From an optimization exercise on the open Yosys and OpenROAD flow, aimed at small area, a short achievable clock period and few clock cycles per item; shortcuts taken in it are not production practice. The RTL was checked by simulation tests, not by an equivalence proof against the original design. Power is estimated from default activity; no workload was simulated.

==> flow/design.v <==
module bmr_blockrot (
    input  wire        clk,
    input  wire        rst,         
    input  wire        in_valid,
    output wire        in_ready,
    input  wire [63:0] in_data,
    input  wire        in_tpose,    
    output wire        out_valid,
    input  wire        out_ready,
    output wire [63:0] out_data
);
    reg [5:0]  phi;                 
    reg        ino;                 
    reg [6:0]  m;                   
    reg        inop;                
    reg        odv;                 
    reg        dop;                 
    reg        rev;                 
    reg [5:0]  rc;                  
    reg        ins;                 
    reg        rdy;                 
    reg [63:0] rd;                  
    reg        rt;                  
    reg        rv;                  
    reg [63:0] oh, ot;              
    reg        ohv, otv;
    wire revc = rev || (odv && otv);        
    wire adv  = !revc;                      
    wire dlv  = adv && odv;                 
    wire idle = ino && (m == 7'd0) && !odv;
    wire opop = ohv && out_ready;
    wire in_fire = in_valid && rdy;
    wire        op_in = (m == 7'd0) ? rt : inop;
    wire [63:0] rp;                         
    genvar gl, gi;
    generate
        for (gl = 0; gl < 64; gl = gl + 1) begin : g_rp
            assign rp[gl] = op_in ? rd[63 - gl] : rd[gl ^ 7];
        end
    endgenerate
    wire [6:0] m_a   = m + {6'd0, ins};
    wire       inop_a = (ins && m == 7'd0) ? rt : inop;
    wire       fend  = adv && (phi == 6'd63) && !idle;
    wire [5:0] phi_n = (idle && !ins) ? 6'd0 : adv ? phi + 6'd1 : phi;
    wire       ino_n = fend ? (!ino || m_a == 7'd64 || m_a == 7'd0) : ino;
    wire [6:0] m_n   = (fend && ino && (m_a == 7'd64 || m_a == 7'd0)) ? 7'd0 : m_a;
    wire       odv_n = fend ? (ino && m_a == 7'd64) : odv;
    wire       rev_n = rev ? (rc != 6'd63) : revc;
    wire       otv_n = otv ? !opop : (dlv && ohv && !opop);
    wire       rv_n  = in_fire || (rv && !ins);
    wire       adv_n = !(rev_n || (odv_n && otv_n));
    wire       ins_n = adv_n && ino_n && (m_n[5:0] == phi_n) && !m_n[6] && rv_n;
    wire       rdy_n = !rv_n || ins_n;
    wire [63:0] w;                          
    wire [63:0] x;                          
    wire [63:0] y;                          
    wire [63:0] z;                          
    assign x = ins ? rp : w;
    wire [63:0] yr;
    generate
        for (gl = 0; gl < 64; gl = gl + 1) begin : g_rev
            assign yr[gl] = y[(64 - gl) % 64];
        end
    endgenerate
    wire [127:0] yy = {yr, yr};
    assign z = yy[(7'd64 - {1'b0, phi}) +: 64];
    generate
        for (gl = 0; gl < 64; gl = gl + 1) begin : g_lane
            reg [63-gl:0] u;                
            if (gl == 0) begin : g_s0
                assign y[0] = x[0];
                always @(posedge clk)
                    u <= {u[62:0], (adv ? z[0] : w[0])};
            end else begin : g_s
                reg [gl-1:0] s;             
                assign y[gl] = s[gl-1];
                if (gl == 1) begin : g_s1
                    always @(posedge clk) s <= x[gl];
                end else begin : g_sn
                    always @(posedge clk) s <= {s[gl-2:0], x[gl]};
                end
                if (gl == 63) begin : g_u1
                    always @(posedge clk) u <= (adv ? z[gl] : s[gl-1]);
                end else begin : g_un
                    always @(posedge clk) u <= {u[62-gl:0], (adv ? z[gl] : s[gl-1])};
                end
            end
            assign w[gl] = u[63-gl];
        end
    endgenerate
    wire [63:0] ex;                         
    generate
        for (gl = 0; gl < 64; gl = gl + 1) begin : g_out
            assign ex[gl] = dop ? w[63 - gl] : w[gl ^ 56];
        end
    endgenerate
    wire       oh_ot   = otv && opop;
    wire       oh_ex   = !otv && dlv && (!ohv || opop);
    wire       oh_keep = !oh_ot && !oh_ex;
    always @(posedge clk) begin
        if (rdy) begin
            rd <= in_data;
            rt <= in_tpose;
        end
        if (!otv && dlv && ohv && !opop) ot <= ex;
        oh <= ({64{oh_ot}} & ot) | ({64{oh_ex}} & ex) | ({64{oh_keep}} & oh);
        if (rst) begin
            phi <= 6'd0; ino <= 1'b1; m <= 7'd0; inop <= 1'b0;
            odv <= 1'b0; dop <= 1'b0; rev <= 1'b0; rc <= 6'd0;
            ins <= 1'b0; rdy <= 1'b1; rv <= 1'b0;
            ohv <= 1'b0; otv <= 1'b0;
        end else begin
            phi  <= phi_n;
            ino  <= ino_n;
            m    <= m_n;
            inop <= inop_a;
            odv  <= odv_n;
            if (fend && ino && m_a == 7'd64) dop <= inop_a;
            rev  <= rev_n;
            rc   <= rev ? rc + 6'd1 : 6'd1;
            ins  <= ins_n;
            rdy  <= rdy_n;
            rv   <= rv_n;
            otv  <= otv_n;
            if (!otv && dlv) begin
                if (!ohv || opop) ohv <= 1'b1;
            end else if (opop) begin
                ohv <= otv;
            end
        end
    end
    assign in_ready  = rdy;
    assign out_valid = ohv;
    assign out_data  = oh;
endmodule
clock: 8.0 ns
lec_check: 0
cap_margin: 20
core_margin: 2
core_utilization: 65
cts_cluster_diameter: 100
cts_cluster_size: 24
place_density: 0.75
setup_slack_margin: 5
slew_margin: 20
tns_end_percent: 100
run.sh (not shown) runs the stock make flow with config.mk's settings and CLKGATE_MAP_FILE= SYNTH_SCRIPT=/design/flow/synth_recipe.tcl, a recipe that flattens the netlist after the stock synthesis.
Testbench counts at the start, summed over its fixed seeds: cycles 8,720, blocks 128.
==> next run, changes <==
CTS_CLUSTER_DIAMETER = 80   (was 100)
CTS_CLUSTER_SIZE = 28   (was 24)
Critical path depth does not change.
Non-clock buffer count drops by 7.
Die area does not change.
Total power drops by 1.3%.
Cell area drops by about 0.6%.
Setup slack gains 19 ps.
Clock skew drops by 24 ps.


trial 21:
RTL: the design.v shown in full above, as it stands there.
make LEC_CHECK=0 CAP_MARGIN=20 CORE_MARGIN=2 CORE_UTILIZATION=75 CTS_CLUSTER_DIAMETER=80 CTS_CLUSTER_SIZE=28 PLACE_DENSITY=0.85 SETUP_SLACK_MARGIN=5 SLEW_MARGIN=20 TNS_END_PERCENT=100 finish   # period 8.0 ns
Trial 21 finished all stages; the layout is clean.
Testbench counts of trial 21, summed over its fixed seeds: cycles 8,720, blocks 128.
What trial 62 does differently from trial 21 at the input level:
Settings: a change of PLACE_DENSITY from 0.85 to 0.75; a deleted SETUP_SLACK_MARGIN that had been 5; a change of CORE_UTILIZATION from 75 to 65.
==> flow/flow/run.sh (new file) <==
#!/bin/bash
set -euo pipefail
export SETUP_SLACK_MARGIN=5.5
bash standard.sh > standard.log 2>&1
==> flow/standard.sh (new file) <==
#!/bin/bash
# synth_recipe.tcl (not shown) runs the flow's synth.tcl, then flattens the netlist and writes it again
# the make line also repeats each setting of config.mk as NAME=value (left out here)
make -C /OpenROAD-flow-scripts/flow DESIGN_CONFIG=/design/flow/config.mk WORK_HOME=/design/flow/orfs CLKGATE_MAP_FILE= SYNTH_SCRIPT=/design/flow/synth_recipe.tcl "${@:-finish}"
removed: flow/run.sh
==> notes.md <==
- Every run (trial 62 and trial 21) finished clean.
- Trial 62 against trial 21: setup slack up 0.41 ns, timing-limited maximum frequency increased by about 14% relative to the old numbers.
- Trial 21 → trial 62: worst ir drop on vdd shrank by 17%; depth of the worst register-to-register path grew by 3.

## what the ideal ports hide
Ports are ideal in the flow. The routed layouts listed here were re-timed in OpenROAD. Step 1, drivers: a clkbuf_16 drives clk and a buf_2 each remaining input, both assumed. Step 2 moves the port delays by t, midway between the first and last clock arrival at a register: inputs arrive t later, outputs are due t later. That takes back most of the time a late clock gives input paths. Slacks: no drivers / after step 1 / after step 2; pairs: no drivers / after step 1.
run	t, ns	setup WS [ns]	hold WS [ns]	latest minus earliest clock arrival (ns)	worst slew at a driven data input, ns
the first run of note 1	0.917	4.971 / 4.883 / 4.153	0.267 / 0.267 / 0.267	0.099 / 0.099	0.16
the second run of note 1	0.897	4.989 / 4.902 / 4.211	0.282 / 0.282 / 0.282	0.075 / 0.075	0.14
trial 21	0.925	4.571 / 4.571 / 4.029	0.303 / 0.303 / 0.303	0.056 / 0.056	0.12
trial 62	0.919	4.983 / 4.897 / 4.625	0.303 / 0.303 / 0.303	0.060 / 0.060	0.14
After both steps every run listed still meets setup and hold. The setup slack of the first run of note 1, which loses most, moves by -0.088 ns with the drivers and by -0.818 ns with both steps.
